From an optimization exercise on the open Yosys and OpenROAD flow, aimed at small area, a short achievable clock period and few clock cycles per item; shortcuts taken in it are not production practice.
Where RTL was checked, it was by simulation tests only, not by an equivalence proof against the original.
The RTL of runs 1, 4 and 5 was laid out without a check of its function.
Power and IR drop assume default switching activity.

<file path="design/flow/design.v">
`timescale 1ns/1ps
module s8b_decoder (
    input  wire        clk,
    input  wire        rst,
    input  wire        in_valid,
    output wire        in_ready,
    input  wire [63:0] in_word,
    output wire        out_valid,
    input  wire        out_ready,
    output wire [31:0] out_data,
    output wire        out_last,
    output wire [5:0]  out_width,
    output wire        err
);
    function [5:0] s8b_b;
        input [3:0] s;
        case (s)
            4'd2: s8b_b = 6'd1;
            4'd3: s8b_b = 6'd2;
            4'd4: s8b_b = 6'd3;
            4'd5: s8b_b = 6'd4;
            4'd6: s8b_b = 6'd5;
            4'd7: s8b_b = 6'd6;
            4'd8: s8b_b = 6'd7;
            4'd9: s8b_b = 6'd8;
            4'd10: s8b_b = 6'd10;
            4'd11: s8b_b = 6'd12;
            4'd12: s8b_b = 6'd15;
            4'd13: s8b_b = 6'd20;
            4'd14: s8b_b = 6'd30;
            default: s8b_b = 6'd60;
        endcase
    endfunction
    function s8b_pen;
        input [3:0] s;
        input [5:0] sh;
        case (s)
            4'd2: s8b_pen = (sh == 6'd58);
            4'd3: s8b_pen = (sh == 6'd56);
            4'd4: s8b_pen = (sh == 6'd54);
            4'd5: s8b_pen = (sh == 6'd52);
            4'd6: s8b_pen = (sh == 6'd50);
            4'd7: s8b_pen = (sh == 6'd48);
            4'd8: s8b_pen = (sh == 6'd42);
            4'd9: s8b_pen = (sh == 6'd40);
            4'd10: s8b_pen = (sh == 6'd40);
            4'd11: s8b_pen = (sh == 6'd36);
            4'd12: s8b_pen = (sh == 6'd30);
            4'd13: s8b_pen = (sh == 6'd20);
            4'd14: s8b_pen = (sh == 6'd0);
            default: s8b_pen = 1'b0;
        endcase
    endfunction
    reg        ov;           
    reg [31:0] od;           
    reg        ol;           
    reg [3:0]  maxsel;       
    reg        err_r;
    reg        bad_r;        
    reg        drop_r;       
    reg        first_r;      
    reg        last_r;       
    reg [5:0]  shamt;        
    reg [6:0]  pos;          
    wire [3:0] sel      = in_word[63:60];
    wire       sel_lo   = (sel[3:1] == 3'd0);            
    wire       sel_15   = (sel == 4'd15);
    wire       big      = (in_word[59:32] != 28'd0);     
    wire can_load = !ov || out_ready;
    assign in_ready = drop_r || (can_load && (last_r || (first_r && sel_15)));
    wire take = in_valid && in_ready;
    wire good = in_valid && !drop_r && !(first_r && (sel_lo || (sel_15 && big)));
    wire adv  = can_load && good;        
    wire bad_take = take && (bad_r || (first_r && sel_15 && big));
    wire bad_next = bad_r || (in_valid && first_r && sel_lo);
    reg [31:0] field;
    wire [38:0] lsh5;
    assign lsh5[0] = shamt[5] ? in_word[32] : in_word[0];
    assign lsh5[1] = shamt[5] ? in_word[33] : in_word[1];
    assign lsh5[2] = shamt[5] ? in_word[34] : in_word[2];
    assign lsh5[3] = shamt[5] ? in_word[35] : in_word[3];
    assign lsh5[4] = shamt[5] ? in_word[36] : in_word[4];
    assign lsh5[5] = shamt[5] ? in_word[37] : in_word[5];
    assign lsh5[6] = shamt[5] ? in_word[38] : in_word[6];
    assign lsh5[7] = shamt[5] ? in_word[39] : in_word[7];
    assign lsh5[8] = shamt[5] ? in_word[40] : in_word[8];
    assign lsh5[9] = shamt[5] ? in_word[41] : in_word[9];
    assign lsh5[10] = shamt[5] ? in_word[42] : in_word[10];
    assign lsh5[11] = shamt[5] ? in_word[43] : in_word[11];
    assign lsh5[12] = shamt[5] ? in_word[44] : in_word[12];
    assign lsh5[13] = shamt[5] ? in_word[45] : in_word[13];
    assign lsh5[14] = shamt[5] ? in_word[46] : in_word[14];
    assign lsh5[15] = shamt[5] ? in_word[47] : in_word[15];
    assign lsh5[16] = shamt[5] ? in_word[48] : in_word[16];
    assign lsh5[17] = shamt[5] ? in_word[49] : in_word[17];
    assign lsh5[18] = shamt[5] ? in_word[50] : in_word[18];
    assign lsh5[19] = shamt[5] ? in_word[51] : in_word[19];
    assign lsh5[20] = shamt[5] ? in_word[52] : in_word[20];
    assign lsh5[21] = shamt[5] ? in_word[53] : in_word[21];
    assign lsh5[22] = shamt[5] ? in_word[54] : in_word[22];
    assign lsh5[23] = shamt[5] ? in_word[55] : in_word[23];
    assign lsh5[24] = shamt[5] ? in_word[56] : in_word[24];
    assign lsh5[25] = shamt[5] ? in_word[57] : in_word[25];
    assign lsh5[26] = shamt[5] ? in_word[58] : in_word[26];
    assign lsh5[27] = shamt[5] ? in_word[59] : in_word[27];
    assign lsh5[28] = shamt[5] ? 1'b0 : in_word[28];
    assign lsh5[29] = shamt[5] ? 1'b0 : in_word[29];
    assign lsh5[30] = shamt[5] ? 1'b0 : in_word[30];
    assign lsh5[31] = shamt[5] ? 1'b0 : in_word[31];
    assign lsh5[32] = shamt[5] ? 1'b0 : in_word[32];
    assign lsh5[33] = shamt[5] ? 1'b0 : in_word[33];
    assign lsh5[34] = shamt[5] ? 1'b0 : in_word[34];
    assign lsh5[35] = shamt[5] ? 1'b0 : in_word[35];
    assign lsh5[36] = shamt[5] ? 1'b0 : in_word[36];
    assign lsh5[37] = shamt[5] ? 1'b0 : in_word[37];
    assign lsh5[38] = shamt[5] ? 1'b0 : in_word[38];
    wire [22:0] lsh4;
    assign lsh4[0] = shamt[4] ? lsh5[16] : lsh5[0];
    assign lsh4[1] = shamt[4] ? lsh5[17] : lsh5[1];
    assign lsh4[2] = shamt[4] ? lsh5[18] : lsh5[2];
    assign lsh4[3] = shamt[4] ? lsh5[19] : lsh5[3];
    assign lsh4[4] = shamt[4] ? lsh5[20] : lsh5[4];
    assign lsh4[5] = shamt[4] ? lsh5[21] : lsh5[5];
    assign lsh4[6] = shamt[4] ? lsh5[22] : lsh5[6];
    assign lsh4[7] = shamt[4] ? lsh5[23] : lsh5[7];
    assign lsh4[8] = shamt[4] ? lsh5[24] : lsh5[8];
    assign lsh4[9] = shamt[4] ? lsh5[25] : lsh5[9];
    assign lsh4[10] = shamt[4] ? lsh5[26] : lsh5[10];
    assign lsh4[11] = shamt[4] ? lsh5[27] : lsh5[11];
    assign lsh4[12] = shamt[4] ? lsh5[28] : lsh5[12];
    assign lsh4[13] = shamt[4] ? lsh5[29] : lsh5[13];
    assign lsh4[14] = shamt[4] ? lsh5[30] : lsh5[14];
    assign lsh4[15] = shamt[4] ? lsh5[31] : lsh5[15];
    assign lsh4[16] = shamt[4] ? lsh5[32] : lsh5[16];
    assign lsh4[17] = shamt[4] ? lsh5[33] : lsh5[17];
    assign lsh4[18] = shamt[4] ? lsh5[34] : lsh5[18];
    assign lsh4[19] = shamt[4] ? lsh5[35] : lsh5[19];
    assign lsh4[20] = shamt[4] ? lsh5[36] : lsh5[20];
    assign lsh4[21] = shamt[4] ? lsh5[37] : lsh5[21];
    assign lsh4[22] = shamt[4] ? lsh5[38] : lsh5[22];
    wire [14:0] lsh3;
    assign lsh3[0] = shamt[3] ? lsh4[8] : lsh4[0];
    assign lsh3[1] = shamt[3] ? lsh4[9] : lsh4[1];
    assign lsh3[2] = shamt[3] ? lsh4[10] : lsh4[2];
    assign lsh3[3] = shamt[3] ? lsh4[11] : lsh4[3];
    assign lsh3[4] = shamt[3] ? lsh4[12] : lsh4[4];
    assign lsh3[5] = shamt[3] ? lsh4[13] : lsh4[5];
    assign lsh3[6] = shamt[3] ? lsh4[14] : lsh4[6];
    assign lsh3[7] = shamt[3] ? lsh4[15] : lsh4[7];
    assign lsh3[8] = shamt[3] ? lsh4[16] : lsh4[8];
    assign lsh3[9] = shamt[3] ? lsh4[17] : lsh4[9];
    assign lsh3[10] = shamt[3] ? lsh4[18] : lsh4[10];
    assign lsh3[11] = shamt[3] ? lsh4[19] : lsh4[11];
    assign lsh3[12] = shamt[3] ? lsh4[20] : lsh4[12];
    assign lsh3[13] = shamt[3] ? lsh4[21] : lsh4[13];
    assign lsh3[14] = shamt[3] ? lsh4[22] : lsh4[14];
    wire [10:0] lsh2;
    assign lsh2[0] = shamt[2] ? lsh3[4] : lsh3[0];
    assign lsh2[1] = shamt[2] ? lsh3[5] : lsh3[1];
    assign lsh2[2] = shamt[2] ? lsh3[6] : lsh3[2];
    assign lsh2[3] = shamt[2] ? lsh3[7] : lsh3[3];
    assign lsh2[4] = shamt[2] ? lsh3[8] : lsh3[4];
    assign lsh2[5] = shamt[2] ? lsh3[9] : lsh3[5];
    assign lsh2[6] = shamt[2] ? lsh3[10] : lsh3[6];
    assign lsh2[7] = shamt[2] ? lsh3[11] : lsh3[7];
    assign lsh2[8] = shamt[2] ? lsh3[12] : lsh3[8];
    assign lsh2[9] = shamt[2] ? lsh3[13] : lsh3[9];
    assign lsh2[10] = shamt[2] ? lsh3[14] : lsh3[10];
    wire [8:0] lsh1;
    assign lsh1[0] = shamt[1] ? lsh2[2] : lsh2[0];
    assign lsh1[1] = shamt[1] ? lsh2[3] : lsh2[1];
    assign lsh1[2] = shamt[1] ? lsh2[4] : lsh2[2];
    assign lsh1[3] = shamt[1] ? lsh2[5] : lsh2[3];
    assign lsh1[4] = shamt[1] ? lsh2[6] : lsh2[4];
    assign lsh1[5] = shamt[1] ? lsh2[7] : lsh2[5];
    assign lsh1[6] = shamt[1] ? lsh2[8] : lsh2[6];
    assign lsh1[7] = shamt[1] ? lsh2[9] : lsh2[7];
    assign lsh1[8] = shamt[1] ? lsh2[10] : lsh2[8];
    wire [7:0] lsh0;
    assign lsh0[0] = shamt[0] ? lsh1[1] : lsh1[0];
    assign lsh0[1] = shamt[0] ? lsh1[2] : lsh1[1];
    assign lsh0[2] = shamt[0] ? lsh1[3] : lsh1[2];
    assign lsh0[3] = shamt[0] ? lsh1[4] : lsh1[3];
    assign lsh0[4] = shamt[0] ? lsh1[5] : lsh1[4];
    assign lsh0[5] = shamt[0] ? lsh1[6] : lsh1[5];
    assign lsh0[6] = shamt[0] ? lsh1[7] : lsh1[6];
    assign lsh0[7] = shamt[0] ? lsh1[8] : lsh1[7];
    always @(*) field[7:0] = lsh0[7:0];
    always @(*)
        case (shamt)
            6'd0: field[8] = in_word[8];
            6'd10: field[8] = in_word[18];
            6'd12: field[8] = in_word[20];
            6'd15: field[8] = in_word[23];
            6'd20: field[8] = in_word[28];
            6'd24: field[8] = in_word[32];
            6'd30: field[8] = in_word[38];
            6'd36: field[8] = in_word[44];
            6'd40: field[8] = in_word[48];
            6'd45: field[8] = in_word[53];
            6'd48: field[8] = in_word[56];
            6'd50: field[8] = in_word[58];
            default: field[8] = 1'b0;
        endcase
    always @(*)
        case (shamt)
            6'd0: field[9] = in_word[9];
            6'd10: field[9] = in_word[19];
            6'd12: field[9] = in_word[21];
            6'd15: field[9] = in_word[24];
            6'd20: field[9] = in_word[29];
            6'd24: field[9] = in_word[33];
            6'd30: field[9] = in_word[39];
            6'd36: field[9] = in_word[45];
            6'd40: field[9] = in_word[49];
            6'd45: field[9] = in_word[54];
            6'd48: field[9] = in_word[57];
            6'd50: field[9] = in_word[59];
            default: field[9] = 1'b0;
        endcase
    always @(*)
        case (shamt)
            6'd0: field[10] = in_word[10];
            6'd12: field[10] = in_word[22];
            6'd15: field[10] = in_word[25];
            6'd20: field[10] = in_word[30];
            6'd24: field[10] = in_word[34];
            6'd30: field[10] = in_word[40];
            6'd36: field[10] = in_word[46];
            6'd40: field[10] = in_word[50];
            6'd45: field[10] = in_word[55];
            6'd48: field[10] = in_word[58];
            default: field[10] = 1'b0;
        endcase
    always @(*)
        case (shamt)
            6'd0: field[11] = in_word[11];
            6'd12: field[11] = in_word[23];
            6'd15: field[11] = in_word[26];
            6'd20: field[11] = in_word[31];
            6'd24: field[11] = in_word[35];
            6'd30: field[11] = in_word[41];
            6'd36: field[11] = in_word[47];
            6'd40: field[11] = in_word[51];
            6'd45: field[11] = in_word[56];
            6'd48: field[11] = in_word[59];
            default: field[11] = 1'b0;
        endcase
    always @(*)
        case (shamt)
            6'd0: field[12] = in_word[12];
            6'd15: field[12] = in_word[27];
            6'd20: field[12] = in_word[32];
            6'd30: field[12] = in_word[42];
            6'd40: field[12] = in_word[52];
            6'd45: field[12] = in_word[57];
            default: field[12] = 1'b0;
        endcase
    always @(*)
        case (shamt)
            6'd0: field[13] = in_word[13];
            6'd15: field[13] = in_word[28];
            6'd20: field[13] = in_word[33];
            6'd30: field[13] = in_word[43];
            6'd40: field[13] = in_word[53];
            6'd45: field[13] = in_word[58];
            default: field[13] = 1'b0;
        endcase
    always @(*)
        case (shamt)
            6'd0: field[14] = in_word[14];
            6'd15: field[14] = in_word[29];
            6'd20: field[14] = in_word[34];
            6'd30: field[14] = in_word[44];
            6'd40: field[14] = in_word[54];
            6'd45: field[14] = in_word[59];
            default: field[14] = 1'b0;
        endcase
    always @(*)
        case (shamt)
            6'd0: field[15] = in_word[15];
            6'd20: field[15] = in_word[35];
            6'd30: field[15] = in_word[45];
            6'd40: field[15] = in_word[55];
            default: field[15] = 1'b0;
        endcase
    always @(*)
        case (shamt)
            6'd0: field[16] = in_word[16];
            6'd20: field[16] = in_word[36];
            6'd30: field[16] = in_word[46];
            6'd40: field[16] = in_word[56];
            default: field[16] = 1'b0;
        endcase
    always @(*)
        case (shamt)
            6'd0: field[17] = in_word[17];
            6'd20: field[17] = in_word[37];
            6'd30: field[17] = in_word[47];
            6'd40: field[17] = in_word[57];
            default: field[17] = 1'b0;
        endcase
    always @(*)
        case (shamt)
            6'd0: field[18] = in_word[18];
            6'd20: field[18] = in_word[38];
            6'd30: field[18] = in_word[48];
            6'd40: field[18] = in_word[58];
            default: field[18] = 1'b0;
        endcase
    always @(*)
        case (shamt)
            6'd0: field[19] = in_word[19];
            6'd20: field[19] = in_word[39];
            6'd30: field[19] = in_word[49];
            6'd40: field[19] = in_word[59];
            default: field[19] = 1'b0;
        endcase
    always @(*)
        case (shamt)
            6'd0: field[20] = in_word[20];
            6'd30: field[20] = in_word[50];
            default: field[20] = 1'b0;
        endcase
    always @(*)
        case (shamt)
            6'd0: field[21] = in_word[21];
            6'd30: field[21] = in_word[51];
            default: field[21] = 1'b0;
        endcase
    always @(*)
        case (shamt)
            6'd0: field[22] = in_word[22];
            6'd30: field[22] = in_word[52];
            default: field[22] = 1'b0;
        endcase
    always @(*)
        case (shamt)
            6'd0: field[23] = in_word[23];
            6'd30: field[23] = in_word[53];
            default: field[23] = 1'b0;
        endcase
    always @(*)
        case (shamt)
            6'd0: field[24] = in_word[24];
            6'd30: field[24] = in_word[54];
            default: field[24] = 1'b0;
        endcase
    always @(*)
        case (shamt)
            6'd0: field[25] = in_word[25];
            6'd30: field[25] = in_word[55];
            default: field[25] = 1'b0;
        endcase
    always @(*)
        case (shamt)
            6'd0: field[26] = in_word[26];
            6'd30: field[26] = in_word[56];
            default: field[26] = 1'b0;
        endcase
    always @(*)
        case (shamt)
            6'd0: field[27] = in_word[27];
            6'd30: field[27] = in_word[57];
            default: field[27] = 1'b0;
        endcase
    always @(*)
        case (shamt)
            6'd0: field[28] = in_word[28];
            6'd30: field[28] = in_word[58];
            default: field[28] = 1'b0;
        endcase
    always @(*)
        case (shamt)
            6'd0: field[29] = in_word[29];
            6'd30: field[29] = in_word[59];
            default: field[29] = 1'b0;
        endcase
    always @(*) field[30] = in_word[30];
    always @(*) field[31] = in_word[31];
    wire [5:0]  b     = s8b_b(sel);
    wire [31:0] mask;
    assign mask[0] = (sel >= 4'd2);
    assign mask[1] = (sel >= 4'd3);
    assign mask[2] = (sel >= 4'd4);
    assign mask[3] = (sel >= 4'd5);
    assign mask[4] = (sel >= 4'd6);
    assign mask[5] = (sel >= 4'd7);
    assign mask[6] = (sel >= 4'd8);
    assign mask[7] = (sel >= 4'd9);
    assign mask[8] = (sel >= 4'd10);
    assign mask[9] = (sel >= 4'd10);
    assign mask[10] = (sel >= 4'd11);
    assign mask[11] = (sel >= 4'd11);
    assign mask[12] = (sel >= 4'd12);
    assign mask[13] = (sel >= 4'd12);
    assign mask[14] = (sel >= 4'd12);
    assign mask[15] = (sel >= 4'd13);
    assign mask[16] = (sel >= 4'd13);
    assign mask[17] = (sel >= 4'd13);
    assign mask[18] = (sel >= 4'd13);
    assign mask[19] = (sel >= 4'd13);
    assign mask[20] = (sel >= 4'd14);
    assign mask[21] = (sel >= 4'd14);
    assign mask[22] = (sel >= 4'd14);
    assign mask[23] = (sel >= 4'd14);
    assign mask[24] = (sel >= 4'd14);
    assign mask[25] = (sel >= 4'd14);
    assign mask[26] = (sel >= 4'd14);
    assign mask[27] = (sel >= 4'd14);
    assign mask[28] = (sel >= 4'd14);
    assign mask[29] = (sel >= 4'd14);
    assign mask[30] = (sel >= 4'd15);
    assign mask[31] = (sel >= 4'd15);
    wire [31:0] value = field & mask;
    assign out_valid = ov;
    assign out_data  = od;
    assign out_last  = ol;
    assign out_width = s8b_b(maxsel);
    assign err       = err_r;
    always @(posedge clk) begin
        if (can_load)
            od <= value;
    end
    always @(posedge clk) begin
        if (rst) begin
            ov      <= 1'b0;
            ol      <= 1'b0;
            maxsel  <= 4'd0;
            err_r   <= 1'b0;
            bad_r   <= 1'b0;
            drop_r  <= 1'b0;
            first_r <= 1'b1;
            last_r  <= 1'b0;
            shamt   <= 6'd0;
            pos     <= 7'd0;
        end else begin
            err_r  <= err_r || bad_take;
            bad_r  <= bad_next;
            drop_r <= err_r || bad_take || bad_next;
            if (can_load)
                ov <= good;
            if (adv) begin
                ol     <= (pos == 7'd127);
                maxsel <= (pos == 7'd0 || sel > maxsel) ? sel : maxsel;
                pos    <= pos + 7'd1;
                if (take) begin
                    first_r <= 1'b1;
                    shamt   <= 6'd0;
                    last_r  <= (pos == 7'd126);
                end else begin
                    first_r <= 1'b0;
                    shamt   <= shamt + b;
                    last_r  <= s8b_pen(sel, shamt) || (pos == 7'd126);
                end
            end
        end
    end
endmodule
</file>
<file path="design/flow/run.sh">
#!/bin/bash
# synth_recipe.tcl (not shown) runs the flow's synth.tcl, then flattens the netlist and writes it again
# the make line also repeats each setting of config.mk as NAME=value (left out here)
make -C /OpenROAD-flow-scripts/flow DESIGN_CONFIG=/design/flow/config.mk WORK_HOME=/design/flow/orfs CLKGATE_MAP_FILE= SYNTH_SCRIPT=/design/flow/synth_recipe.tcl finish
</file>
<file path="design/flow/config.mk">
export PLATFORM = sky130hd
export DESIGN_NAME = s8b_decoder
export DESIGN_NICKNAME = s8b_decoder
export VERILOG_FILES = /design/flow/design.v
export SDC_FILE = /design/flow/constraint.sdc
export NUM_CORES = 4
export LEC_CHECK = 0
export ABC_AREA = 1
export CAP_MARGIN = 20
export CORE_MARGIN = 2
export CORE_UTILIZATION = 55
export SETUP_SLACK_MARGIN = 4.0
export SLEW_MARGIN = 20
</file>
<file path="design/flow/constraint.sdc">
create_clock -name core_clock -period 7.5 [get_ports {clk}]
set_input_delay 1.5000 -clock core_clock [delete_from_list [all_inputs] [get_ports {clk}]]
set_output_delay 1.5000 -clock core_clock [all_outputs]
set_load 0.01 [all_outputs]
</file>
==> impl_metrics.toml, run 1 <==
[clock_network]
clk_latency_ps = 360
numCtsBuffers = 9
cts_tree = "done"
ctsRootBufferMaster = "clkbuf_8"
htreeDepth = 3
clk_pin_slew_ps = 80
clockBufferDepth = 2
numClockSinks = 62

[logic_synthesis]
syn_area_per_cell_um2 = 6.762
ys_seq_elements = 62
synth_area_um2 = 4882
syn-num-nets = 809
synthTopCellsByArea = "edfxtp_1 (20%), nand2_1 (15%), dfxtp_1 (12%)"
yosysWarnings = 1
synth_top_area_share_pct = 19.68
synth_edf_count = 32
synthFlopType = "edfxtp_1"
synth_top_area_cell = "edfxtp_1"
synth_seq_area_share_pct = 31.98
synthCells = 722
synth_cell_types = 50
synthArstFlopShare_pct = 0

[worst_setup_path]
critical-path-slowest-cell = "ha_1"
slowest_delay_ps = 330
cp-end-kind = "flip-flop"
critical_path_required_ps = 7720
path_class = "primary input to flip-flop"
cp_cell_sequence = "buf_12 > buf_4 > clkinvlp_4 > ha_2 > inv_1 > nand2_1 > a22oi_1 > ha_1 > a21oi_2 > nand2_1 > nand2_1 > nand2_1 > a21oi_2 > xnor2_1 > a2bb2oi_1 > nor2_1"
arrival_ps = 4030
critical_path.most_common_cell = "nand2_1"
cp_max_fo = 8
cp-start-kind = "primary input"

[power]
ir_drop_mv = 0.1431
p_leak_nw = 3.007
power_density_nw_per_um2 = 192.6

[final_layout]
syn2layout_area_growth_pct = 38.67
drive_gt1_share_pct = 14.83
fin_area_um2 = 6770
fin_nets = 945
diodes = 0
layout_common_cells = "nand2_1 (180), clkdlybuf4s50_1 (97), inv_1 (85)"
final_common_cell = "nand2_1"

[floorplan]
die_h_um = 98.22
dieArea_um2 = 9646
io-pin-count = 110
dieWidth_um = 98.22
start_util_pct = 56.26
core_area_um2 = 8678
rows = 34

[timing]
max_slew_margin_pct = 32.97
grt_setup_unrepaired = "true"
skew_ps = 12.27
slew_viol_final = 0
max_freq_mhz = 262.6
hold_violations = 0
worst-slew-pin-transition_ps = 1004
min_period_ps = 3807
period_share_pct = 50.77
setup_viol = 0
setup_tns_ps = 0
whs_ps = 501.7

[global_route]
grt_pass1_vias = 5751
grt_use_total_pct = 40.31
grt_max_degree = 22
grt_pass1_wl_um = 30830
overflow = 0
antenna_found_initial = 0

[job]
drv_cap = 0

[detailed_routing]
drt_iter0_markers = 1286
routedWlPerCell_um = 22.59
vias = 6454
drtAntennaViolNets = 0
vias_per_cell = 6.647
drtPass1Iterations = 11
drc = 0
wirelength_um = 21930

[placement]
place_area_um2 = 6041
gp_congestion = 1.065
dp_hpwl_um = 14390
io_buffer_count = 109

[outcome]
status = "timing/DRC/antenna clean"

[hold_path]
hold_class = "flip-flop to flip-flop"
-- cells in the mapped netlist (3+ instances only) --
library cell  number
inv_1             91
xor2_1             4
buf_4              4
a22oi_1           11
a211oi_1           3
o21ai_0           43
nor2_4             5
nand4_1            8
a221oi_1          13
nand3_1           37
o211ai_1           4
a31oi_1            7
a21oi_1           49
nor3_1             6
nand2_2            5
inv_2              9
nor2_1            74
ha_1              18
dfxtp_1           30
o2111ai_1          5
edfxtp_1          32
nand2_1          196
buf_2             11
o21ai_1            3
o22ai_1           23
-- cell families (layout without fill, tap and decap cells) --
kind of cell / after synthesis / count (layout) / synth area share [%]
AO/OA/AOI/OAI: 171 / 171 / 21.25
XOR/XNOR: 5 / 5 / 0.8969
adder cells (fa/ha/maj): 19 / 19 / 5.023
buffers and inverters: 121 / 259 / 10.12
flip-flops: 62 / 62 / 31.98
AND/OR/NAND/NOR: 344 / 347 / 30.73
-- area by class of cell --
type                            count  area (µm²)
Tap cell                          108       135.1
Sequential cell                    62        1562
Clock inverter                      2       12.51
Timing Repair Buffer              141        1430
Fill cell                         582        1908
Clock buffer                       14       173.9
Inverter                          102       397.9
Multi-Input combinational cell    542        3059
-- sequential cells by signal, summed over array words and instances (netlist names), 4 cells and up --
name       count
out_width      6
maxsel         4
shamt          6
od            32
pos            7
-- per-stage QoR --
step / cells / util, % / setup WS (ps) / power, mW
after floorplan: 722 / - / 3925 / 0.7235
after global placement: 920 / 69.61 / 2583 / 0.9118
after detailed placement: 920 / 69.61 / 2531 / 0.9268
after CTS: 957 / 74.39 / 3813 / 1.227
after global routing: 971 / 78.01 / 3532 / 1.346
final: 971 / 78.01 / 3693 / 1.304
-- worst max-delay path: cells and delay by family --
kind / cells / cell delay, ps
buffers and inverters: 4 / 450
AO/OA/AOI/OAI: 4 / 840
AND/OR/NAND/NOR: 5 / 500
adder cells (fa/ha/maj): 2 / 580
XOR/XNOR: 1 / 150
-- repair_timing --
action,4_1_cts,5_1_grt
hold endpoints to repair,0,0
hold buffers,0,0
pin swaps,6,22
setup buffers,18,14
gates resized for setup,47,64
gates cloned,3,0
endpoints found under the setup margin,17,16
-- report_power, final --
group	leakage, nW	total (mW)	internal, mW	switching, mW
logic	2.29	0.559	0.225	0.333
clock network	0.0967	0.299	0.150	0.149
registers	0.616	0.446	0.409	0.0374
total	3.01	1.30	0.784	0.520
-- routing by layer --
| layer | part of all wire, % | global-route usage [%] |
|---|---|---|
| met1 | 35 | 53.36 |
| met2 | 44 | 64.65 |
| met3 | 15 | 8.876 |
| met4 | 6.9 | 15.70 |
| met5 | 0 | 0 |
-- path summary, 6_finish.rpt --
kind               start       end  slack, ps  cells after the start
max          in_word[61]  shamt[5]       3690                     16
min                   ol        ol        500                      2
max reg2reg     shamt[5]    od[10]       4400                      9
min reg2reg           ol        ol        500                      2
==> run 2, diff against run 1 <==
--- a/design/flow/design.v
+++ b/design/flow/design.v
@@ -64,13 +64,16 @@
     reg [6:0]  pos;          
     wire [3:0] sel      = in_word[63:60];
     wire       sel_lo   = (sel[3:1] == 3'd0);            
-    wire       sel_15   = (sel == 4'd15);
+    wire       sel_15   = &sel;
+    wire [3:0] sgt = sel & ~maxsel;
+    wire [3:0] seq = ~(sel ^ maxsel);
+    wire       sel_gt = sgt[3] | (seq[3] & (sgt[2] | (seq[2] & (sgt[1] | (seq[1] & sgt[0])))));
     wire       big      = (in_word[59:32] != 28'd0);     
     wire can_load = !ov || out_ready;
     assign in_ready = drop_r || (can_load && (last_r || (first_r && sel_15)));
     wire take = in_valid && in_ready;
     wire good = in_valid && !drop_r && !(first_r && (sel_lo || (sel_15 && big)));
-    wire adv  = can_load && good;        
+    wire adv  = can_load && in_valid && !drop_r;
     wire bad_take = take && (bad_r || (first_r && sel_15 && big));
     wire bad_next = bad_r || (in_valid && first_r && sel_lo);
     reg [31:0] field;
@@ -380,53 +383,72 @@
     always @(*) field[31] = in_word[31];
     wire [5:0]  b     = s8b_b(sel);
     wire [31:0] mask;
-    assign mask[0] = (sel >= 4'd2);
-    assign mask[1] = (sel >= 4'd3);
-    assign mask[2] = (sel >= 4'd4);
-    assign mask[3] = (sel >= 4'd5);
-    assign mask[4] = (sel >= 4'd6);
-    assign mask[5] = (sel >= 4'd7);
-    assign mask[6] = (sel >= 4'd8);
-    assign mask[7] = (sel >= 4'd9);
-    assign mask[8] = (sel >= 4'd10);
-    assign mask[9] = (sel >= 4'd10);
-    assign mask[10] = (sel >= 4'd11);
-    assign mask[11] = (sel >= 4'd11);
-    assign mask[12] = (sel >= 4'd12);
-    assign mask[13] = (sel >= 4'd12);
-    assign mask[14] = (sel >= 4'd12);
-    assign mask[15] = (sel >= 4'd13);
-    assign mask[16] = (sel >= 4'd13);
-    assign mask[17] = (sel >= 4'd13);
-    assign mask[18] = (sel >= 4'd13);
-    assign mask[19] = (sel >= 4'd13);
-    assign mask[20] = (sel >= 4'd14);
-    assign mask[21] = (sel >= 4'd14);
-    assign mask[22] = (sel >= 4'd14);
-    assign mask[23] = (sel >= 4'd14);
-    assign mask[24] = (sel >= 4'd14);
-    assign mask[25] = (sel >= 4'd14);
-    assign mask[26] = (sel >= 4'd14);
-    assign mask[27] = (sel >= 4'd14);
-    assign mask[28] = (sel >= 4'd14);
-    assign mask[29] = (sel >= 4'd14);
-    assign mask[30] = (sel >= 4'd15);
-    assign mask[31] = (sel >= 4'd15);
+    assign mask[0] = (sel[3] | (sel[2] | sel[1]));    
+    assign mask[1] = (sel[3] | (sel[2] | (sel[1] & sel[0])));    
+    assign mask[2] = (sel[3] | sel[2]);    
+    assign mask[3] = (sel[3] | (sel[2] & (sel[1] | sel[0])));    
+    assign mask[4] = (sel[3] | (sel[2] & sel[1]));    
+    assign mask[5] = (sel[3] | (sel[2] & (sel[1] & sel[0])));    
+    assign mask[6] = sel[3];    
+    assign mask[7] = (sel[3] & (sel[2] | (sel[1] | sel[0])));    
+    assign mask[8] = (sel[3] & (sel[2] | sel[1]));    
+    assign mask[9] = (sel[3] & (sel[2] | sel[1]));    
+    assign mask[10] = (sel[3] & (sel[2] | (sel[1] & sel[0])));    
+    assign mask[11] = (sel[3] & (sel[2] | (sel[1] & sel[0])));    
+    assign mask[12] = (sel[3] & sel[2]);    
+    assign mask[13] = (sel[3] & sel[2]);    
+    assign mask[14] = (sel[3] & sel[2]);    
+    assign mask[15] = (sel[3] & (sel[2] & (sel[1] | sel[0])));    
+    assign mask[16] = (sel[3] & (sel[2] & (sel[1] | sel[0])));    
+    assign mask[17] = (sel[3] & (sel[2] & (sel[1] | sel[0])));    
+    assign mask[18] = (sel[3] & (sel[2] & (sel[1] | sel[0])));    
+    assign mask[19] = (sel[3] & (sel[2] & (sel[1] | sel[0])));    
+    assign mask[20] = (sel[3] & (sel[2] & sel[1]));    
+    assign mask[21] = (sel[3] & (sel[2] & sel[1]));    
+    assign mask[22] = (sel[3] & (sel[2] & sel[1]));    
+    assign mask[23] = (sel[3] & (sel[2] & sel[1]));    
+    assign mask[24] = (sel[3] & (sel[2] & sel[1]));    
+    assign mask[25] = (sel[3] & (sel[2] & sel[1]));    
+    assign mask[26] = (sel[3] & (sel[2] & sel[1]));    
+    assign mask[27] = (sel[3] & (sel[2] & sel[1]));    
+    assign mask[28] = (sel[3] & (sel[2] & sel[1]));    
+    assign mask[29] = (sel[3] & (sel[2] & sel[1]));    
+    assign mask[30] = (sel[3] & (sel[2] & (sel[1] & sel[0])));    
+    assign mask[31] = (sel[3] & (sel[2] & (sel[1] & sel[0])));    
     wire [31:0] value = field & mask;
+    wire [5:0] sh_nx  = shamt + b;
+    wire       pen_nx = s8b_pen(sel, shamt);
+    wire [5:0] wdec =
+        (maxsel == 4'd2) ? 6'd1 :
+        (maxsel == 4'd3) ? 6'd2 :
+        (maxsel == 4'd4) ? 6'd3 :
+        (maxsel == 4'd5) ? 6'd4 :
+        (maxsel == 4'd6) ? 6'd5 :
+        (maxsel == 4'd7) ? 6'd6 :
+        (maxsel == 4'd8) ? 6'd7 :
+        (maxsel == 4'd9) ? 6'd8 :
+        (maxsel == 4'd10) ? 6'd10 :
+        (maxsel == 4'd11) ? 6'd12 :
+        (maxsel == 4'd12) ? 6'd15 :
+        (maxsel == 4'd13) ? 6'd20 :
+        (maxsel == 4'd14) ? 6'd30 :
+        6'd60;
     assign out_valid = ov;
     assign out_data  = od;
     assign out_last  = ol;
-    assign out_width = s8b_b(maxsel);
+    assign out_width = wdec;
     assign err       = err_r;
     always @(posedge clk) begin
         if (can_load)
             od <= value;
+        if (adv) begin
+            ol     <= (pos == 7'd127);
+            maxsel <= (pos == 7'd0 || sel_gt) ? sel : maxsel;
+        end
     end
     always @(posedge clk) begin
         if (rst) begin
             ov      <= 1'b0;
-            ol      <= 1'b0;
-            maxsel  <= 4'd0;
             err_r   <= 1'b0;
             bad_r   <= 1'b0;
             drop_r  <= 1'b0;
@@ -440,18 +462,17 @@
             drop_r <= err_r || bad_take || bad_next;
             if (can_load)
                 ov <= good;
-            if (adv) begin
-                ol     <= (pos == 7'd127);
-                maxsel <= (pos == 7'd0 || sel > maxsel) ? sel : maxsel;
+            if (adv)
                 pos    <= pos + 7'd1;
+            if (adv) begin
                 if (take) begin
                     first_r <= 1'b1;
                     shamt   <= 6'd0;
                     last_r  <= (pos == 7'd126);
                 end else begin
                     first_r <= 1'b0;
-                    shamt   <= shamt + b;
-                    last_r  <= s8b_pen(sel, shamt) || (pos == 7'd126);
+                    shamt   <= sh_nx;
+                    last_r  <= pen_nx || (pos == 7'd126);
                 end
             end
         end
==> design/flow/flow/run.sh (new file) <==
#!/bin/bash
# Own layout flow: the standard ORFS flow with two changes.
#  1. Synthesis is the standard one (synth_recipe.tcl, same passes, same
#     registers); only the ABC script that maps the combinational logic to
#     cells is replaced by flow/abc.script (area-oriented mapping without the
#     buffering/upsizing passes of ORFS's script; timing is repaired later by
#     the standard flow as usual).
#     Yosys's full-adder extraction is skipped too (ADDER_MAP_FILE empty), so
#     ABC maps the adders along with the rest.
#  2. Port buffers are the smallest buffer (buf_1) instead of ORFS's default
#     pick; every port still gets its buffer, and repair upsizes them as needed.
# Each step's full output goes to a log file in this folder (and ORFS's own
# logs under orfs/logs/).
set -euo pipefail
W=$(pwd)
rm -rf "$W/scripts_own"
cp -r "$FLOW_HOME/scripts" "$W/scripts_own"
cp "$W/flow/abc.script" "$W/scripts_own/abc_area.script"
cp "$W/flow/abc.script" "$W/scripts_own/abc_speed.script"
bash standard.sh SCRIPTS_DIR="$W/scripts_own" ADDER_MAP_FILE= synth > "$W/run_synth.log" 2>&1
bash standard.sh "BUFFER_PORTS_ARGS=-buffer_cell sky130_fd_sc_hd__buf_1" RECOVER_POWER=100 finish > "$W/run_layout.log" 2>&1
==> design/flow/flow/abc.script (new file) <==
strash
ifraig
dc2
dc2
strash
&get -n
&dch -f
&nf -R 1000
&put
topo
==> design/flow/standard.sh (new file) <==
#!/bin/bash
# synth_recipe.tcl (not shown) runs the flow's synth.tcl, then flattens the netlist and writes it again
# the make line also repeats each setting of config.mk as NAME=value (left out here)
make -C /OpenROAD-flow-scripts/flow DESIGN_CONFIG=/design/flow/config.mk WORK_HOME=/design/flow/orfs CLKGATE_MAP_FILE= SYNTH_SCRIPT=/design/flow/synth_recipe.tcl "${@:-finish}"
removed: design/flow/run.sh
==> impl_metrics.toml, run 2 <==
[outcome]
status = "timing/DRC/antenna clean"

[logic_synthesis]
yosysWarnings = 1
syn-num-nets = 517
synth_common_cells = "nor2_1 (58), nand2_1 (48), a22oi_1 (37), edfxtp_1 (37), a21oi_1 (35)"
ys_seq_elements = 56
synthCells = 449
synth_cell_types = 47
synth_seq_area_share_pct = 39.18
synthFlopType = "edfxtp_1"
yosys.cell_count.top_type = "nor2_1"
synth_area_um2 = 3806
synth_top_area_share_pct = 29.19
synth_top_area_cell = "edfxtp_1"
synth_edf_count = 37
synthTopCellsByArea = "edfxtp_1 (29%), dfxtp_1 (10%), a22oi_1 (7.3%)"
syn_area_per_cell_um2 = 8.477
synthArstFlopShare_pct = 0

[hold_path]
hold_class = "flip-flop to flip-flop"

[worst_setup_path]
cp_max_fo = 13
path_class = "primary input to flip-flop"
reg2reg_depth = 10
startpoint = "in_word[63]"
timing.rr.end = "od[1]"
r2r_setup_slack_ps = 3410
cp-end-kind = "flip-flop"
cp-start-kind = "primary input"
r2r_start = "shamt[4]"
arrival_ps = 4650
crit_end = "shamt[5]"
critical_path_required_ps = 7750

[final_layout]
layout_common_cells = "buf_1 (103), nor2_1 (58), nand2_1 (46)"
diodes = 0
largest_reg_flops = 32
fin_nets = 651
syn2layout_area_growth_pct = 20.51
final_common_cell = "buf_1"
drive_gt1_share_pct = 4.623
post-route-util_pct = 67.89
top_regs = "od x32, pos x7, shamt x6"
largest-register = "od"

[job]
drv_cap = 0

[placement]
gp_congestion = 1.014
dp_hpwl_um = 10210
io_buffer_count = 109

[detailed_routing]
drtAntennaViolNets = 0
wirelength_um = 14450
routedWlPerCell_um = 21.75
drtPass1Iterations = 9
drc = 0
drt_iter0_markers = 867
vias = 4658
vias_per_cell = 7.015

[clock_network]
clk_pin_slew_ps = 110
numClockSinks = 56
htreeDepth = 2
clockBufferDepth = 2
clk_latency_ps = 320
cts_hold_buf = 0
numCtsBuffers = 5
ctsRootBufferMaster = "clkbuf_8"
cts_tree = "done"

[power]
pwr-share-seq_pct = 43.8
clockPowerShare_pct = 20.1
p_sw_share_pct = 38.88
p_int_uw = 556.8
ir_drop_mv = 0.09702
power_frac_comb_pct = 36.0
power_density_nw_per_um2 = 198.6
p_leak_nw = 1.539
switchingPower_uw = 354.2

[timing]
slew_viol_final = 0
max_freq_mhz = 227.5
setup_viol = 0
hold_violations = 0
skew_ps = 9.177
grt_setup_unrepaired = "true"
max_slew_margin_pct = 35.48
period_share_pct = 58.60
worst-slew-pin-transition_ps = 967.8
setup_tns_ps = 0
min_period_ps = 4395

[global_route]
grt_pass1_wl_um = 22050
grt_pass1_vias = 4321
antenna_found_initial = 0
grt_use_total_pct = 37.58
grt_max_degree = 25
overflow = 0

[floorplan]
start_util_pct = 56.33
io-pin-count = 110
dieArea_um2 = 7602
rows = 30
core_area_um2 = 6756
dieWidth_um = 87.19
die_h_um = 87.19
==> run 2: through the flow <==
step | instances | cell area, µm² | hold WS [ps] | power [mW] | worst slack [ps]
final | 664 | 4587 | 515.6 | 0.9110 | 3105
after global routing | 664 | 4587 | 551.9 | 0.9530 | 2889
after CTS | 662 | 4658 | 520.8 | 0.9047 | 3737
after detailed placement | 644 | 4387 | 494.7 | 0.7121 | 3105
after global placement | 644 | 4387 | 469.6 | 0.7083 | 3196
after floorplan | 449 | 3830 | 456.6 | 0.5935 | 3934
==> run 2: kinds of logic (layout without fill, tap and decap cells) <==
logic type                 count (synthesis)  after routing  synth area share [%]
buffers and inverters                     15            149                 1.479
and+or+nand+nor                          182            183                 22.03
AOI/OAI and AO/OA                        173            173                 31.39
muxes                                     13             13                 3.550
xor gates and xnor gates                   8              8                 1.841
adders and majority gates                  2              2                0.5260
DFF                                       56             56                 39.18
==> run 2: how the worst min path moves through the flow <==
| stage | from | to | slack [ps] | cells past startpoint |
|---|---|---|---|---|
| global route | bad_r | bad_r | 550 | 2 |
| floorplan | bad_r | bad_r | 460 | 2 |
| CTS | last_r | last_r | 520 | 2 |
| global placement | err_r | err_r | 470 | 2 |
| detailed placement | bad_r | bad_r | 490 | 2 |
| finish | last_r | last_r | 520 | 2 |
==> run 2: area by class of cell <==
| class | instances | area, µm² |
|---|---|---|
| clock buffers | 5 | 68.82 |
| clock inverters | 3 | 28.78 |
| fillers | 618 | 2170 |
| inverters | 15 | 58.81 |
| multi-input cells | 379 | 2291 |
| flip-flops and latches | 56 | 1491 |
| well taps | 80 | 100.1 |
| repair buffers | 126 | 548.0 |
==> run 2: critical path: stages <==
cell and delay (ps):
clkbuf_1 230, clkbuf_1 470, clkinvlp_2 500, nand2_1 170, a22oi_1 100, xnor2_1 190, or3_1 160, nand2_1 90
maj3_1 390, nor2b_1 150, o21ai_0 300, a21o_1 170, nand3_1 70, a21oi_1 150
==> run 2: power by group through the flow <==
stage          Combinational (mW)  Sequential [mW]  Clock, mW
2_1_floorplan               0.181            0.413          0
3_3_place_gp                0.304            0.404          0
3_5_place_dp                0.307            0.405          0
4_1_cts                     0.320            0.399      0.187
5_1_grt                     0.353            0.405      0.195
6_report                    0.328            0.399      0.184
==> run 2: what timing repair did <==
action / in CTS / in global routing
gates cloned: 1 / 0
setup buffers: 9 / 2
hold endpoints to repair: 0 / 0
resized for setup: 30 / 3
pin swaps: 4 / 1
endpoints found under the setup margin: 4 / 12
==> run 2: per-layer routing <==
metal | vias up | wire length, µm | track usage (%)
met5 | - | 0 | 0
met4 | 0 | 593 | 15.10
met3 | 70 | 1875 | 11.00
met2 | 400 | 6290 | 56.28
met1 | 2120 | 5685 | 51.11
li1 | 2068 | - | -
Testbench counts of run 2, summed over its fixed seeds: cycles 24,584, items 24,576.
==> run 3, diff against run 2 <==
--- a/design/flow/flow/run.sh
+++ b/design/flow/flow/run.sh
@@ -18,4 +18,4 @@
 cp "$W/flow/abc.script" "$W/scripts_own/abc_area.script"
 cp "$W/flow/abc.script" "$W/scripts_own/abc_speed.script"
 bash standard.sh SCRIPTS_DIR="$W/scripts_own" ADDER_MAP_FILE= synth > "$W/run_synth.log" 2>&1
-bash standard.sh "BUFFER_PORTS_ARGS=-buffer_cell sky130_fd_sc_hd__buf_1" RECOVER_POWER=100 finish > "$W/run_layout.log" 2>&1
+bash standard.sh "BUFFER_PORTS_ARGS=-buffer_cell sky130_fd_sc_hd__buf_1" finish > "$W/run_layout.log" 2>&1
==> impl_metrics.toml, run 3 <==
[outcome]
status = "timing/DRC/antenna clean"

[placement]
gp_congestion = 1.014
dp_hpwl_um = 10210
io_buffer_count = 109

[final_layout]
drive_gt1_share_pct = 7.363
diodes = 0
syn2layout_area_growth_pct = 23.08
n_fill_cell = 599
layout_common_cells = "buf_1 (104), nor2_1 (56), nand2_1 (45)"
seqCellArea_um2 = 1493
largest-register = "od"
post-route-util_pct = 69.33
largest_reg_flops = 32
fin_nets = 651
final_common_cell = "buf_1"
top_regs = "od x32, pos x7, shamt x6"
multi_input_area_um2 = 2332

[logic_synthesis]
yosys.cell_count.top_type = "nor2_1"
syn_area_per_cell_um2 = 8.477
synth_fa_ha_area_share_pct = 0.5260
synth_area_um2 = 3806
synth_top_area_share_pct = 29.19
yosysWarnings = 1
synthTopCellsByArea = "edfxtp_1 (29%), dfxtp_1 (10%), a22oi_1 (7.3%)"
synth_mux_area_share_pct = 3.550
synth_common_cells = "nor2_1 (58), nand2_1 (48), a22oi_1 (37), edfxtp_1 (37), a21oi_1 (35)"
synth_seq_area_share_pct = 39.18
synthArstFlopShare_pct = 0
synth-simple-area-share_pct = 22.02
synthCells = 449
synth_edf_count = 37
synth_cell_types = 47
synth_top_area_cell = "edfxtp_1"
synthXorXnorAreaFrac_pct = 1.841
syn-num-nets = 517
synthFlopType = "edfxtp_1"
synth_compound_area_share_pct = 31.39
synth_top_family_by_area = "compound AO/OA/AOI/OAI gates"
ys_seq_elements = 56

[timing]
max_freq_mhz = 265.3
hold_violations = 0
setup_tns_ps = 0
min_period_ps = 3769
max_slew_margin_pct = 35.93
grt_setup_unrepaired = "true"
period_share_pct = 50.26
worst-slew-pin-transition_ps = 961.1
skew_ps = 7.307
setup_viol = 0
slew_viol_final = 0

[clock_network]
cts_hold_buf = 0
htreeDepth = 2
clk_latency_ps = 320
clockBufferDepth = 2
numClockSinks = 56
ctsRootBufferMaster = "clkbuf_8"
cts_tree = "done"
numCtsBuffers = 5
clk_pin_slew_ps = 110

[power]
pwr-share-seq_pct = 43.5
clockPowerShare_pct = 20.2
p_total_uw = 918.8
p_leak_nw = 1.595
ir_drop_mv = 0.09580
p_int_uw = 561.5
switchingPower_uw = 357.3
power_density_nw_per_um2 = 196.1
p_sw_share_pct = 38.88
power_frac_comb_pct = 36.3

[floorplan]
core_area_um2 = 6756
dieWidth_um = 87.19
io-pin-count = 110
rows = 30
dieArea_um2 = 7602
start_util_pct = 56.33
die_h_um = 87.19

[hold_path]
hold_class = "flip-flop to flip-flop"
min_from = "last_r"

[detailed_routing]
wirelength_um = 14510
drtAntennaViolNets = 0
drt_iter0_markers = 793
drc = 0
drtPass1Iterations = 10
vias_per_cell = 7.146
vias = 4745
routedWlPerCell_um = 21.86

[worst_setup_path]
r2r_start = "shamt[5]"
critical_path_required_ps = 6000
crit_family = "compound AO/OA/AOI/OAI gates"
startpoint = "in_word[60]"
cp_cell_sequence = "buf_12 > nand2_4 > nor2_4 > a21oi_2 > clkinv_2 > a21o_1 > buf_2"
cp_max_fo = 2
path_class = "primary input to primary output"
slowest_delay_ps = 170
critical-path-slowest-cell = "a21o_1"
worst-path-buf-inv = 3
cp-start-kind = "primary input"
arrival_ps = 2270
cp-end-kind = "primary output"

[global_route]
antenna_found_initial = 0
grt_max_degree = 25
grt_pass1_vias = 4321
grt_pass1_wl_um = 22050
grt_use_total_pct = 37.58
overflow = 0

[job]
drv_cap = 0
[run 3: worst reg2reg max path: stages (launching register included)]
cell and delay, ps:
dfxtp_1 890, nor2_1 160, buf_4 260, a22oi_1 460, nand3_1 150, o21ai_0 190, clkinv_1 100, a222oi_1 350
nor3_1 90, a221oi_1 260, nor2_1 110
[run 3: power by group through the flow]
stage	logic, mW	registers (mW)	clock network, mW
2_1_floorplan	0.181	0.413	0
3_3_place_gp	0.304	0.404	0
3_5_place_dp	0.307	0.405	0
4_1_cts	0.320	0.399	0.187
5_1_grt	0.359	0.405	0.195
6_report	0.334	0.400	0.185
[run 3: through the flow]
step | setup WS [ps] | hold WS (ps) | area [µm²] | instances
6_report | 3731 | 518.7 | 4684 | 664
2_1_floorplan | 3934 | 456.6 | 3830 | 449
3_3_place_gp | 3196 | 469.6 | 4387 | 644
3_5_place_dp | 3105 | 494.7 | 4387 | 644
4_1_cts | 3737 | 520.8 | 4658 | 662
5_1_grt | 3716 | 551.9 | 4684 | 664
[run 3: final timing paths]
kind	endpoint	slack (ps)	cells after the start
worst min register to register	last_r	520	2
worst max-delay path	in_ready	3730	7
worst min-delay path	last_r	520	2
worst max register to register	od[0]	4220	10
[run 3: logic make-up (layout without fill, tap and decap cells)]
kind of cell	Yosys count	after routing
adder cells (fa/ha/maj)	2	2
AND/OR/NAND/NOR	182	183
buffers and inverters	15	149
flip-flops	56	56
AO/OA/AOI/OAI	173	173
multiplexers	13	13
XOR/XNOR	8	8
[run 3: final cells by class]
| class | count | area share, % |
|---|---|---|
| Multi-Input combinational cell | 379 | 49.79 |
| Tap cell | 80 | 2.137 |
| Timing Repair Buffer | 126 | 12.87 |
| Clock inverter | 3 | 0.6143 |
| Sequential cell | 56 | 31.86 |
| Inverter | 15 | 1.255 |
| Clock buffer | 5 | 1.469 |
[run 3: routing by layer]
layer,track usage (%),wire length (µm),share of wire [%],up-vias
met2,56.28,6311,43,392
met1,51.11,5622,39,2218
met4,15.10,614,4.2,0
met3,11.00,1963,14,68
met5,0,0,0,-
li1,-,-,-,2067
[run 3: timing repair]
item	4_1_cts	5_1_grt
resized for setup	30	3
pin swaps	4	1
setup buffers	9	2
setup endpoints to repair	4	12
cloned	1	0
==> run 4, diff against run 3 <==
--- a/design/flow/design.v
+++ b/design/flow/design.v
@@ -12,25 +12,6 @@
     output wire [5:0]  out_width,
     output wire        err
 );
-    function [5:0] s8b_b;
-        input [3:0] s;
-        case (s)
-            4'd2: s8b_b = 6'd1;
-            4'd3: s8b_b = 6'd2;
-            4'd4: s8b_b = 6'd3;
-            4'd5: s8b_b = 6'd4;
-            4'd6: s8b_b = 6'd5;
-            4'd7: s8b_b = 6'd6;
-            4'd8: s8b_b = 6'd7;
-            4'd9: s8b_b = 6'd8;
-            4'd10: s8b_b = 6'd10;
-            4'd11: s8b_b = 6'd12;
-            4'd12: s8b_b = 6'd15;
-            4'd13: s8b_b = 6'd20;
-            4'd14: s8b_b = 6'd30;
-            default: s8b_b = 6'd60;
-        endcase
-    endfunction
     function s8b_pen;
         input [3:0] s;
         input [5:0] sh;
@@ -57,25 +38,28 @@
     reg [3:0]  maxsel;       
     reg        err_r;
     reg        bad_r;        
-    reg        drop_r;       
+    reg        done_r;       
+    reg        ht_r;         
     reg        first_r;      
     reg        last_r;       
     reg [5:0]  shamt;        
     reg [6:0]  pos;          
-    wire [3:0] sel      = in_word[63:60];
-    wire       sel_lo   = (sel[3:1] == 3'd0);            
-    wire       sel_15   = &sel;
-    wire [3:0] sgt = sel & ~maxsel;
-    wire [3:0] seq = ~(sel ^ maxsel);
+    wire [3:0] sel     = in_word[63:60];
+    wire       sel_lo  = ~|sel[3:1];                     
+    wire       sel_15  = &sel;
+    wire       big     = |in_word[59:32];
+    wire       bad_now = sel_lo || (sel_15 && big);      
+    wire [3:0] sgt    = sel & ~maxsel;
+    wire [3:0] seq    = ~(sel ^ maxsel);
     wire       sel_gt = sgt[3] | (seq[3] & (sgt[2] | (seq[2] & (sgt[1] | (seq[1] & sgt[0])))));
-    wire       big      = (in_word[59:32] != 28'd0);     
     wire can_load = !ov || out_ready;
-    assign in_ready = drop_r || (can_load && (last_r || (first_r && sel_15)));
+    assign in_ready = ht_r || (can_load && last_r);
     wire take = in_valid && in_ready;
-    wire good = in_valid && !drop_r && !(first_r && (sel_lo || (sel_15 && big)));
-    wire adv  = can_load && in_valid && !drop_r;
-    wire bad_take = take && (bad_r || (first_r && sel_15 && big));
-    wire bad_next = bad_r || (in_valid && first_r && sel_lo);
+    wire adv  = can_load && in_valid && !ht_r;
+    wire good = in_valid && !ht_r && !(first_r && bad_now);
+    wire err_nx  = err_r || (take && (bad_r || (first_r && bad_now)));
+    wire bad_nx  = bad_r || (adv && first_r && bad_now && !take);
+    wire done_nx = (done_r && !take) || (adv && first_r && sel_15 && !take);
     reg [31:0] field;
     wire [38:0] lsh5;
     assign lsh5[0] = shamt[5] ? in_word[32] : in_word[0];
@@ -381,7 +365,21 @@
         endcase
     always @(*) field[30] = in_word[30];
     always @(*) field[31] = in_word[31];
-    wire [5:0]  b     = s8b_b(sel);
+    wire [5:0] b =
+        (sel == 4'd2) ? 6'd1 :
+        (sel == 4'd3) ? 6'd2 :
+        (sel == 4'd4) ? 6'd3 :
+        (sel == 4'd5) ? 6'd4 :
+        (sel == 4'd6) ? 6'd5 :
+        (sel == 4'd7) ? 6'd6 :
+        (sel == 4'd8) ? 6'd7 :
+        (sel == 4'd9) ? 6'd8 :
+        (sel == 4'd10) ? 6'd10 :
+        (sel == 4'd11) ? 6'd12 :
+        (sel == 4'd12) ? 6'd15 :
+        (sel == 4'd13) ? 6'd20 :
+        (sel == 4'd14) ? 6'd30 :
+        6'd60;
     wire [31:0] mask;
     assign mask[0] = (sel[3] | (sel[2] | sel[1]));    
     assign mask[1] = (sel[3] | (sel[2] | (sel[1] & sel[0])));    
@@ -416,8 +414,6 @@
     assign mask[30] = (sel[3] & (sel[2] & (sel[1] & sel[0])));    
     assign mask[31] = (sel[3] & (sel[2] & (sel[1] & sel[0])));    
     wire [31:0] value = field & mask;
-    wire [5:0] sh_nx  = shamt + b;
-    wire       pen_nx = s8b_pen(sel, shamt);
     wire [5:0] wdec =
         (maxsel == 4'd2) ? 6'd1 :
         (maxsel == 4'd3) ? 6'd2 :
@@ -433,6 +429,8 @@
         (maxsel == 4'd13) ? 6'd20 :
         (maxsel == 4'd14) ? 6'd30 :
         6'd60;
+    wire [5:0] sh_nx  = shamt + b;
+    wire       pen_nx = s8b_pen(sel, shamt);
     assign out_valid = ov;
     assign out_data  = od;
     assign out_last  = ol;
@@ -451,30 +449,30 @@
             ov      <= 1'b0;
             err_r   <= 1'b0;
             bad_r   <= 1'b0;
-            drop_r  <= 1'b0;
+            done_r  <= 1'b0;
+            ht_r    <= 1'b0;
             first_r <= 1'b1;
             last_r  <= 1'b0;
             shamt   <= 6'd0;
             pos     <= 7'd0;
         end else begin
-            err_r  <= err_r || bad_take;
-            bad_r  <= bad_next;
-            drop_r <= err_r || bad_take || bad_next;
+            err_r  <= err_nx;
+            bad_r  <= bad_nx;
+            done_r <= done_nx;
+            ht_r   <= err_nx || bad_nx || done_nx;
             if (can_load)
                 ov <= good;
             if (adv)
-                pos    <= pos + 7'd1;
-            if (adv) begin
-                if (take) begin
-                    first_r <= 1'b1;
-                    shamt   <= 6'd0;
-                    last_r  <= (pos == 7'd126);
-                end else begin
-                    first_r <= 1'b0;
-                    shamt   <= sh_nx;
-                    last_r  <= pen_nx || (pos == 7'd126);
-                end
+                pos <= pos + 7'd1;
+            if (take) begin
+                first_r <= 1'b1;
+                shamt   <= 6'd0;
+            end else if (adv) begin
+                first_r <= 1'b0;
+                shamt   <= sh_nx;
             end
+            if (adv)
+                last_r <= (pos == 7'd126) || (!take && pen_nx);
         end
     end
 endmodule
==> impl_metrics.toml, run 4 <==
[final_layout]
fin_nets = 685
final_common_cell = "buf_1"
syn2layout_area_growth_pct = 31.33
diodes = 0
layout_common_cells = "buf_1 (103), nand2_1 (60), nor2_1 (57)"
top_regs = "od x32, pos x7, shamt x6"
drive_gt1_share_pct = 13.34
post-route-util_pct = 74.35
largest_reg_flops = 32
largest-register = "od"

[logic_synthesis]
synth_cell_types = 45
synth_common_cells = "nor2_1 (62), nand2_1 (61), a21oi_1 (40)"
synthTopCellsByArea = "edfxtp_1 (29%), dfxtp_1 (10%), nor2_1 (6.1%)"
synthCells = 461
synth_area_um2 = 3846
synth_top_area_cell = "edfxtp_1"
synth_top_area_share_pct = 28.89
yosysWarnings = 1
synth_seq_area_share_pct = 39.30
yosys.cell_count.top_type = "nor2_1"
synth_edf_count = 37
syn_area_per_cell_um2 = 8.343
ys_seq_elements = 57
synthFlopType = "edfxtp_1"
syn-num-nets = 529
synthArstFlopShare_pct = 0

[timing]
grt_setup_unrepaired = "true"
max_freq_mhz = 268.3
max_slew_margin_pct = 21.61
setup_viol = 0
skew_ps = 13.20
setup_tns_ps = 0
slew_viol_final = 0
min_period_ps = 3727
worst-slew-pin-transition_ps = 1167
fin_ws_ps = 3773
hold_violations = 0
period_share_pct = 49.69

[placement]
dp_hpwl_um = 10390
gp_congestion = 1.138
pre_cts_ws_ps = 2906
io_buffer_count = 109

[global_route]
grt_use_total_pct = 38.44
grt_pass1_wl_um = 22270
grt_max_degree = 28
antenna_found_initial = 0
grt_pass1_vias = 4180
overflow = 0

[hold_path]
min_path_cells = 2
min_to = "bad_r"
hold_class = "flip-flop to flip-flop"
min_from = "bad_r"

[floorplan]
rows = 30
die_h_um = 87.63
dieWidth_um = 87.63
io-pin-count = 110
start_util_pct = 56.61
core_area_um2 = 6794
dieArea_um2 = 7678

[worst_setup_path]
critical-path-slowest-cell = "or3_4"
timing.rr.end = "od[7]"
r2r_start = "shamt[5]"
critical_path_required_ps = 7710
cp_cell_sequence = "buf_12 > or3_4 > nor2_4 > nor3_4 > xnor2_2 > nand3_2 > o21ai_2 > maj3_2 > maj3_2 > maj3_2 > o21ai_1 > a21oi_1 > xnor2_1 > nor2_1"
slowest_delay_ps = 410
cp_max_fo = 5
r2r_setup_slack_ps = 3920
reg2reg_depth = 11
arrival_ps = 3940
critical_path.most_common_cell = "maj3_2"
cp-end-kind = "flip-flop"
path_class = "primary input to flip-flop"
cp-start-kind = "primary input"

[detailed_routing]
drtAntennaViolNets = 0
vias_per_cell = 6.784
wirelength_um = 15180
vias = 4871
drtPass1Iterations = 7
drt_iter0_markers = 905
routedWlPerCell_um = 21.15
drc = 0

[power]
p_leak_nw = 1.787
ir_drop_mv = 0.1729
p_total_mw = 1.108
power_density_nw_per_um2 = 219.3

[clock_network]
numCtsBuffers = 9
clk_latency_ps = 360
ctsRootBufferMaster = "clkbuf_8"
clockBufferDepth = 2
clk_pin_slew_ps = 80
numClockSinks = 57
htreeDepth = 3
cts_hold_buf = 0
cts_tree = "done"

[outcome]
status = "timing/DRC/antenna clean"

[job]
drv_cap = 0
==> run 4: cell count changes after synthesis, moves of 4 or more <==
| cell | before | now |
|---|---|---|
| a22oi_1 | 37 | 25 |
| nand2_1 | 48 | 61 |
| a22o_1 | 3 | 8 |
| and2_0 | 8 | 3 |
| nand3_1 | 18 | 11 |
| a21oi_1 | 35 | 40 |
| a211oi_1 | 4 | 11 |
| a32oi_1 | 10 | 2 |
| nor2_1 | 58 | 62 |
| and3_1 | 6 | 11 |
==> run 4: repair_timing <==
| item | in CTS | in global routing |
|---|---|---|
| pin swaps | 10 | 12 |
| setup endpoints to repair | 7 | 16 |
| setup buffers | 23 | 7 |
| cloned | 1 | 0 |
| gates resized for setup | 21 | 24 |
==> run 4: kinds of logic after synthesis <==
logic type / after synthesis / share of synthesized area [%]
compound gates: 174 / 30.68
flops: 57 / 39.30
simple gates: 194 / 22.87
fa+ha+maj: 4 / 1.041
buf+inv: 12 / 1.171
xor+xnor: 9 / 2.050
mux: 11 / 2.895
==> run 4: worst max-delay path by stage <==
stage | from | endpoint | slack [ps]
after floorplan | in_word[62] | shamt[5] | 3660
after global placement | in_word[62] | shamt[5] | 2990
after detailed placement | in_word[62] | shamt[5] | 2910
after CTS | in_word[62] | shamt[5] | 3790
after global routing | in_word[62] | shamt[5] | 3690
final | in_word[61] | shamt[5] | 3770
==> run 4: routing by layer <==
layer | GRT usage, % | share of wire [%] | up-vias
met5 | 0 | 0 | -
met4 | 17.76 | 5.2 | 0
met3 | 11.22 | 13 | 89
met2 | 56.40 | 44 | 430
met1 | 52.30 | 38 | 2201
li1 | - | - | 2151
==> run 4: report_power, final <==
group,switching [mW],total [mW],internal [mW]
sequential,0.0408,0.419,0.378
combinational,0.258,0.414,0.156
clock,0.149,0.275,0.126
total,0.448,1.11,0.660
==> run 4: worst max-delay path: cells and delay by family <==
family | cells | cell delay (ps)
AOI/OAI and AO/OA | 3 | 270
adders and majority gates | 3 | 960
and+or+nand+nor | 5 | 780
xor gates and xnor gates | 2 | 330
buffers and inverters | 1 | 110
==> run 4: final cells by class <==
cell class	instances	area [µm²]
Multi-Input combinational cell	393	2407
Inverter	12	66.31
Timing Repair Buffer	144	762.0
Sequential cell	57	1513
Fill cell	538	1743
Clock inverter	7	58.81
Tap cell	96	120.1
Clock buffer	9	123.9
==> run 4: through the flow <==
step | cell area, µm² | std cells | hold WS [ps]
finish | 5051 | 718 | 485.8
CTS | 4897 | 711 | 484.3
detailed placement | 4472 | 671 | 471.3
global placement | 4472 | 671 | 459.3
floorplan | 3897 | 461 | 440.6
global route | 5051 | 718 | 512.7
==> run 5, diff against run 4 <==
--- a/design/flow/design.v
+++ b/design/flow/design.v
@@ -37,7 +37,6 @@
     reg        ol;           
     reg [3:0]  maxsel;       
     reg        err_r;
-    reg        bad_r;        
     reg        done_r;       
     reg        ht_r;         
     reg        first_r;      
@@ -57,9 +56,8 @@
     wire take = in_valid && in_ready;
     wire adv  = can_load && in_valid && !ht_r;
     wire good = in_valid && !ht_r && !(first_r && bad_now);
-    wire err_nx  = err_r || (take && (bad_r || (first_r && bad_now)));
-    wire bad_nx  = bad_r || (adv && first_r && bad_now && !take);
-    wire done_nx = (done_r && !take) || (adv && first_r && sel_15 && !take);
+    wire err_nx  = err_r || (take && (first_r || done_r) && bad_now);
+    wire done_nx = (done_r && !take) || (adv && first_r && (sel_15 || sel_lo) && !take);
     reg [31:0] field;
     wire [38:0] lsh5;
     assign lsh5[0] = shamt[5] ? in_word[32] : in_word[0];
@@ -448,7 +446,6 @@
         if (rst) begin
             ov      <= 1'b0;
             err_r   <= 1'b0;
-            bad_r   <= 1'b0;
             done_r  <= 1'b0;
             ht_r    <= 1'b0;
             first_r <= 1'b1;
@@ -457,9 +454,8 @@
             pos     <= 7'd0;
         end else begin
             err_r  <= err_nx;
-            bad_r  <= bad_nx;
             done_r <= done_nx;
-            ht_r   <= err_nx || bad_nx || done_nx;
+            ht_r   <= err_nx || done_nx;
             if (can_load)
                 ov <= good;
             if (adv)
--- a/design/flow/config.mk
+++ b/design/flow/config.mk
@@ -9,5 +9,5 @@
 export CAP_MARGIN = 20
 export CORE_MARGIN = 2
 export CORE_UTILIZATION = 55
-export SETUP_SLACK_MARGIN = 4.0
+export SETUP_SLACK_MARGIN = 3.5
 export SLEW_MARGIN = 20
==> impl_metrics.toml, run 5 <==
[outcome]
status = "timing/DRC/antenna clean"

[power]
power_frac_comb_pct = 39.3
ir_drop_mv = 0.1293
power_density_nw_per_um2 = 211.9
p_leak_nw = 1.535
p_int_uw = 577.1
clockPowerShare_pct = 18.7
p_sw_share_pct = 40.53
p_total_uw = 970.3
switchingPower_uw = 393.2
pwr-share-seq_pct = 42.0

[floorplan]
die_h_um = 87.46
core_area_um2 = 6756
dieArea_um2 = 7649
rows = 30
dieWidth_um = 87.46
start_util_pct = 56.70
io-pin-count = 110

[timing]
grt_setup_unrepaired = "true"
setup_viol = 0
fin_ws_ps = 3539
max_slew_margin_pct = 34.95
worst-slew-pin-transition_ps = 972.2
period_share_pct = 52.82
hold_violations = 0
whs_ps = 507.4
max_freq_mhz = 252.4
slew_viol_final = 0
skew_ps = 6.578
min_period_ps = 3961
setup_tns_ps = 0

[placement]
dp_cells = 655
dp_hpwl_um = 10050
pre_cts_ws_ps = 2707
gp_congestion = 1.026
io_buffer_count = 109
place_area_um2 = 4399

[global_route]
overflow = 0
grt_use_total_pct = 35.87
grt_pass1_vias = 4019
grt_max_degree = 36
antenna_found_initial = 0
grt_pass1_wl_um = 21080

[logic_synthesis]
synth_edf_count = 37
synthCells = 459
syn-num-nets = 527
synth_common_cells = "nor2_1 (60), nand2_1 (55), a22oi_1 (40)"
yosys.cell_count.top_type = "nor2_1"
synth_top_area_share_pct = 29.00
synthTopCellsByArea = "edfxtp_1 (29%), dfxtp_1 (9.9%), a22oi_1 (7.8%)"
synth_area_um2 = 3831
synth_seq_area_share_pct = 38.93
syn_area_per_cell_um2 = 8.347
synthFlopType = "edfxtp_1"
synth_cell_types = 43
synth_top_area_cell = "edfxtp_1"
synthArstFlopShare_pct = 0
yosysWarnings = 1
ys_seq_elements = 56

[clock_network]
ctsRootBufferMaster = "clkbuf_8"
clockBufferDepth = 2
clk_latency_ps = 320
cts_tree = "done"
clk_pin_slew_ps = 110
numClockSinks = 56
numCtsBuffers = 5
htreeDepth = 2

[worst_setup_path]
cp_cell_sequence = "buf_4 > or2_4 > a21oi_4 > a21boi_4 > nor2_1 > xnor2_1 > nand3_1 > nand2_2 > maj3_2 > maj3_2 > maj3_2 > a21oi_2 > a21oi_1 > xnor2_1 > nor2_1"
critical_path.most_common_cell = "maj3_2"
arrival_ps = 4180
critical_path_required_ps = 7710
path_class = "primary input to flip-flop"
cp-start-kind = "primary input"
cp_max_fo = 15
critical-path-slowest-cell = "maj3_2"
slowest_delay_ps = 330
r2r_setup_slack_ps = 4000
cp-end-kind = "flip-flop"

[detailed_routing]
vias = 4707
vias_per_cell = 7.057
drt_iter0_markers = 860
drtPass1Iterations = 7
drc = 0
wirelength_um = 14140
drtAntennaViolNets = 0
routedWlPerCell_um = 21.20

[final_layout]
drive_gt1_share_pct = 5.622
layout_common_cells = "buf_1 (105), nor2_1 (60), nand2_1 (54)"
diodes = 0
top_regs = "od x32, pos x7, shamt x6"
largest_reg_flops = 32
post-route-util_pct = 67.76
instances_no_fill = 667
largest-register = "od"
fin_nets = 654
fin_area_um2 = 4578
final_common_cell = "buf_1"
syn2layout_area_growth_pct = 19.50

[job]
drv_cap = 0

[hold_path]
hold_class = "flip-flop to flip-flop"
==> run 5: worst paths after layout <==
kind / from / end / cells past startpoint
max: in_word[61] / shamt[5] / 15
min: err_r / err_r / 2
max reg2reg: shamt[4] / od[7] / 11
min reg2reg: err_r / err_r / 2
==> run 5: power groups by stage <==
stage	clock network, mW	registers (mW)	logic (mW)
final	0.181	0.408	0.381
after global routing	0.191	0.412	0.411
after CTS	0.180	0.405	0.358
after global placement	0	0.411	0.357
after detailed placement	0	0.413	0.355
after floorplan	0	0.420	0.217
==> run 5: critical path: cells and delay by family <==
kind | cells | cell delay (ps)
compound gates | 4 | 510
xor+xnor | 2 | 320
fa+ha+maj | 3 | 990
buf+inv | 1 | 170
simple gates | 5 | 690
==> run 5: layout make-up <==
type	instances	area [µm²]
repair buffers	119	496.7
well taps	80	100.1
multi-input cells	394	2354
clock buffers	5	68.82
flip-flops and latches	56	1491
clock inverters	3	26.28
fillers	573	2178
inverters	10	41.29
==> run 5: kinds of logic after synthesis <==
group / after synthesis / share of synthesized area (%)
AOI/OAI and AO/OA: 179 / 31.25
xor gates and xnor gates: 9 / 2.058
adders and majority gates: 3 / 0.7838
buffers and inverters: 10 / 0.9799
DFF: 56 / 38.93
muxes: 12 / 3.201
and+or+nand+nor: 190 / 22.80
==> run 5: timing repair <==
item                       CTS  global route
cloned                       0             1
hold buffers                 0             0
gates resized for setup      5            16
buffers inserted             0             3
setup endpoints to repair    3             3
pin swaps                    0             2
==> run 5: routing by layer <==
| layer | part of all wire, % | GRT usage (%) |
|---|---|---|
| met5 | 0 | 0 |
| met4 | 4.9 | 14.41 |
| met3 | 14 | 10.05 |
| met2 | 43 | 50.83 |
| met1 | 38 | 51.40 |

Setup slack of run 5, layout unchanged: 3.539 ns with ideal ports, 3.542 ns with driving cells assumed (clock clkbuf_16, inputs buf_2), 3.192 ns with port delays also shifted by the 0.350 ns mid clock arrival.
